Background: an optimization exercise with open tools, aiming at small area, a short achievable clock period and few clock cycles per item. Do not read the settings as production practice. RTL that was checked went through simulation tests only; none was proved equivalent to the original. No activity file was given, so power comes from the tool's default toggle rates.

==> module varint_unit, before the edit <==
module varint_unit (
  input             clk,
  input             rst,
  input             cmd_valid,
  output            cmd_ready,
  input      [7:0]  cmd_op,
  input      [63:0] cmd_arg,
  output            snk_valid,
  output     [7:0]  snk_data,
  input             snk_ready,
  input      [1:0]  snk_resp,
  output            src_req,
  input             src_ready,
  input      [7:0]  src_data,
  input      [1:0]  src_resp,
  output            rsp_valid,
  output     [3:0]  rsp_status,
  output     [63:0] rsp_res,
  output     [79:0] rsp_buf
);
  genvar g;
  integer i;
  reg        rdy;       
  reg        pv;        
  reg        cls_e, cls_d, cls_b, cls_c;    
  reg [63:0] val;       
  reg        ex_e;      
  reg        ex_d;      
  reg        ex_i;      
  reg [7:0]  sd;        
  reg [3:0]  k;         
  reg        rv;        
  reg [2:0]  rst_st;    
  reg [9:0]  rdec;      
  reg [3:0]  cnt;       
  reg [8:0]  rcont;     
  assign cmd_ready  = rdy;
  assign snk_valid  = ex_e;
  assign snk_data   = sd;
  assign src_req    = ex_d;
  assign rsp_valid  = rv;
  assign rsp_status = {1'b0, rst_st};
  wire [63:0] rmask;
  generate
    for (g = 0; g < 9; g = g + 1) begin : g_rmask
      assign rmask[7*g +: 7] = {7{rdec[g]}};
    end
  endgenerate
  assign rmask[63] = rdec[9];
  assign rsp_res    = {val[63:4] & rmask[63:4], rdec[0] ? val[3:0] : cnt};
  generate
    for (g = 0; g < 9; g = g + 1) begin : g_buf
      assign rsp_buf[8*g +: 7] = val[7*g +: 7];
      assign rsp_buf[8*g + 7]  = rcont[g];
    end
  endgenerate
  assign rsp_buf[79:72] = {7'd0, val[63]};
  wire c_e = (cmd_op == 8'h00);
  wire c_b = (cmd_op == 8'h01);
  wire c_c = (cmd_op == 8'h02);
  wire c_d = (cmd_op == 8'h10);
  wire acc = cmd_valid & rdy;
  wire e_err  = snk_resp != 2'd0;
  wire e_step = ex_e & snk_ready;
  wire e_adv  = e_step & sd[7];
  wire e_fin  = e_step & (e_err | ~sd[7]);
  wire d_err  = src_resp != 2'd0;
  wire d_pull = ex_d & src_ready;
  wire d_last = (k == 4'd9);
  wire d_fin  = d_pull & (d_err | ~src_data[7] | d_last);
  wire fin    = e_fin | d_fin | ex_i;
  wire exfree = fin | ~(ex_e | ex_d | ex_i);
  wire st_pend = exfree & pv;
  wire st_cmd  = exfree & ~pv & acc;
  wire s_e     = pv ? cls_e : c_e;
  wire s_d     = pv ? cls_d : c_d;
  wire s_b     = pv ? cls_b : c_b;
  wire [63:0] s_arg = pv ? val : cmd_arg;
  wire start_e = (st_pend | st_cmd) & s_e;
  wire start_d = (st_pend | st_cmd) & s_d;
  wire start_i = (st_pend | st_cmd) & ~s_e & ~s_d;
  wire val_more = |val[63:14];      
  wire [9:0] nz;
  generate
    for (g = 0; g < 9; g = g + 1) begin : g_nz
      assign nz[g] = |val[7*g +: 7];
    end
  endgenerate
  assign nz[9] = val[63];
  wire [3:0] vlen = nz[9] ? 4'd10 : nz[8] ? 4'd9 : nz[7] ? 4'd8 : nz[6] ? 4'd7 :
                    nz[5] ? 4'd6  : nz[4] ? 4'd5 : nz[3] ? 4'd4 : nz[2] ? 4'd3 :
                    nz[1] ? 4'd2  : 4'd1;
  wire [8:0] vcont;
  generate
    for (g = 0; g < 9; g = g + 1) begin : g_cont
      assign vcont[g] = |val[63:7*g+7];
    end
  endgenerate
  wire s_more = pv ? vcont[0] : |cmd_arg[63:7];
  wire pv_next   = (acc & ~exfree) | (pv & ~exfree);
  wire d_next    = exfree ? start_d : ex_d;
  wire more_next = exfree ? (start_e & s_more) : (ex_e & (e_adv ? val_more : sd[7]));
  always @(posedge clk) begin
    if (rst) begin
      rdy  <= 1'b1;
      pv   <= 1'b0;
      ex_e <= 1'b0;
      ex_d <= 1'b0;
      ex_i <= 1'b0;
      rv   <= 1'b0;
    end else begin
      rdy  <= ~pv_next & ~more_next & ~d_next & ~(start_i & s_b);
      pv   <= pv_next;
      if (exfree) begin
        ex_e <= start_e;
        ex_d <= start_d;
        ex_i <= start_i;
      end
      rv   <= fin;
    end
  end
  always @(posedge clk) begin
    if (exfree) k <= 4'd0;
    else if (e_adv | d_pull) k <= k + 4'd1;
  end
  always @(posedge clk) begin
    if (acc) begin
      cls_e <= c_e;
      cls_d <= c_d;
      cls_b <= c_b;
      cls_c <= c_c;
    end
  end
  always @(posedge clk) begin
    if (acc)
      val <= cmd_arg;
    else if (e_adv)
      val <= {7'd0, val[63:7]};
    else if (d_pull) begin
      for (i = 0; i < 9; i = i + 1)
        if (k == i)
          val[7*i +: 7] <= src_data[6:0];
      if (d_last)
        val[63] <= src_data[0];
    end
  end
  always @(posedge clk) begin
    if (start_e)
      sd <= {s_more, s_arg[6:0]};
    else if (e_adv)
      sd <= {val_more, val[13:7]};
  end
  always @(posedge clk) begin
    if (e_fin)
      rst_st <= ~e_err ? 3'd0 : snk_resp[1] ? 3'd6 : 3'd1;
    else if (d_fin)
      rst_st <= d_err ? (src_resp[1] ? 3'd6 : 3'd1) : (src_data[7] ? 3'd2 : 3'd0);
    else if (ex_i)
      rst_st <= (cls_b | cls_c) ? 3'd0 : 3'd7;
  end
  always @(posedge clk) begin
    for (i = 0; i < 10; i = i + 1)
      rdec[i] <= d_fin & (k >= i);
    cnt  <= e_fin ? k + 4'd1 : vlen;
  end
  always @(posedge clk) begin
    rcont <= vcont;
  end
endmodule
Settings: LEC_CHECK=0, CAP_MARGIN=20, CORE_MARGIN=2, CORE_UTILIZATION=45, SETUP_SLACK_MARGIN=2.5, SLEW_MARGIN=20; clock period 5.0 ns.
standard.sh (not shown) runs the stock make flow with config.mk's settings and CLKGATE_MAP_FILE= SYNTH_SCRIPT=/design/flow/synth_recipe.tcl, a recipe that flattens the netlist after the stock synthesis.
==> flow/flow/run.sh <==
#!/bin/bash
# Standard synthesis and layout; the only change is that the port buffers are
# the small, fast buf_1 (instead of the default pick, a clkdlybuf4s50_1 delay
# cell).
set -euo pipefail
bash standard.sh "BUFFER_PORTS_ARGS=-buffer_cell sky130_fd_sc_hd__buf_1" finish > standard_flow.log 2>&1
Rerun with:
--- a/flow/design.v
+++ b/flow/design.v
@@ -132,16 +132,20 @@
     end
   end
+  wire [63:0] val_d;
+  wire [9:0]  val_we;
+  generate
+    for (g = 0; g < 9; g = g + 1) begin : g_val
+      wire [6:0] shr7 = (g < 8) ? val[7*g+7 +: 7] : {6'd0, val[63]};
+      assign val_d[7*g +: 7] = rdy ? cmd_arg[7*g +: 7] : ex_e ? shr7 : src_data[6:0];
+    end
+    for (g = 0; g < 10; g = g + 1) begin : g_we
+      assign val_we[g] = acc | e_adv | (d_pull & (k == g));
+    end
+  endgenerate
+  assign val_d[63] = rdy ? cmd_arg[63] : ~ex_e & src_data[0];
   always @(posedge clk) begin
-    if (acc)
-      val <= cmd_arg;
-    else if (e_adv)
-      val <= {7'd0, val[63:7]};
-    else if (d_pull) begin
-      for (i = 0; i < 9; i = i + 1)
-        if (k == i)
-          val[7*i +: 7] <= src_data[6:0];
-      if (d_last)
-        val[63] <= src_data[0];
-    end
+    for (i = 0; i < 9; i = i + 1)
+      if (val_we[i]) val[7*i +: 7] <= val_d[7*i +: 7];
+    if (val_we[9]) val[63] <= val_d[63];
   end
   always @(posedge clk) begin
Outcome:
- The new run completed with no timing, DRC or antenna violations
- power shrinks by 2.3%
- worst setup slack gets better by 0.025 ns
- cell area rises by 1.8%
- register-to-register slack improves by 0.07 ns
- sequential power is about the same
- non-clock buffer count is lower by 4
- utilization decreases by 0.83 points
- sequential share of layout area is lower by 0.62 points
- routed wire length barely changes
- global-route usage went down by 0.55 points
- synthesized area rises by 2.2%
- first-iteration DRC count increases by 4.9%
Testbench counts after the change, summed over its fixed seeds: cycles 21,216, items 4,800.
The RTL of the first run of this note was laid out without a check of its function.

==> separate check: timing with driven ports <==
Ports are ideal in the flow. The routed layouts listed here were re-timed in OpenROAD. Step 1, drivers: a clkbuf_16 drives clk and a buf_2 each remaining input, both assumed. Step 2, shift: input delay + t, output delay - t, t = (earliest + latest rising clock arrival at the registers) / 2. This alone moves slack from input paths to output paths. Slacks: no drivers / after step 1 / after step 2; pairs: no drivers / after step 1.
run | t, ns | setup WS [ns] | hold slack, ns | worst data-port slew with drivers (ns)
the first run | 0.391 | 2.526 / 2.534 / 2.154 | 0.561 / 0.561 / 0.561 | 0.04
the second run | 0.392 | 2.551 / 2.508 / 2.233 | 0.596 / 0.596 / 0.596 | 0.04
After both steps every run listed still meets setup and hold. For the first run, which loses most, drivers alone change the setup slack by +0.008 ns; drivers and shift together by -0.372 ns.
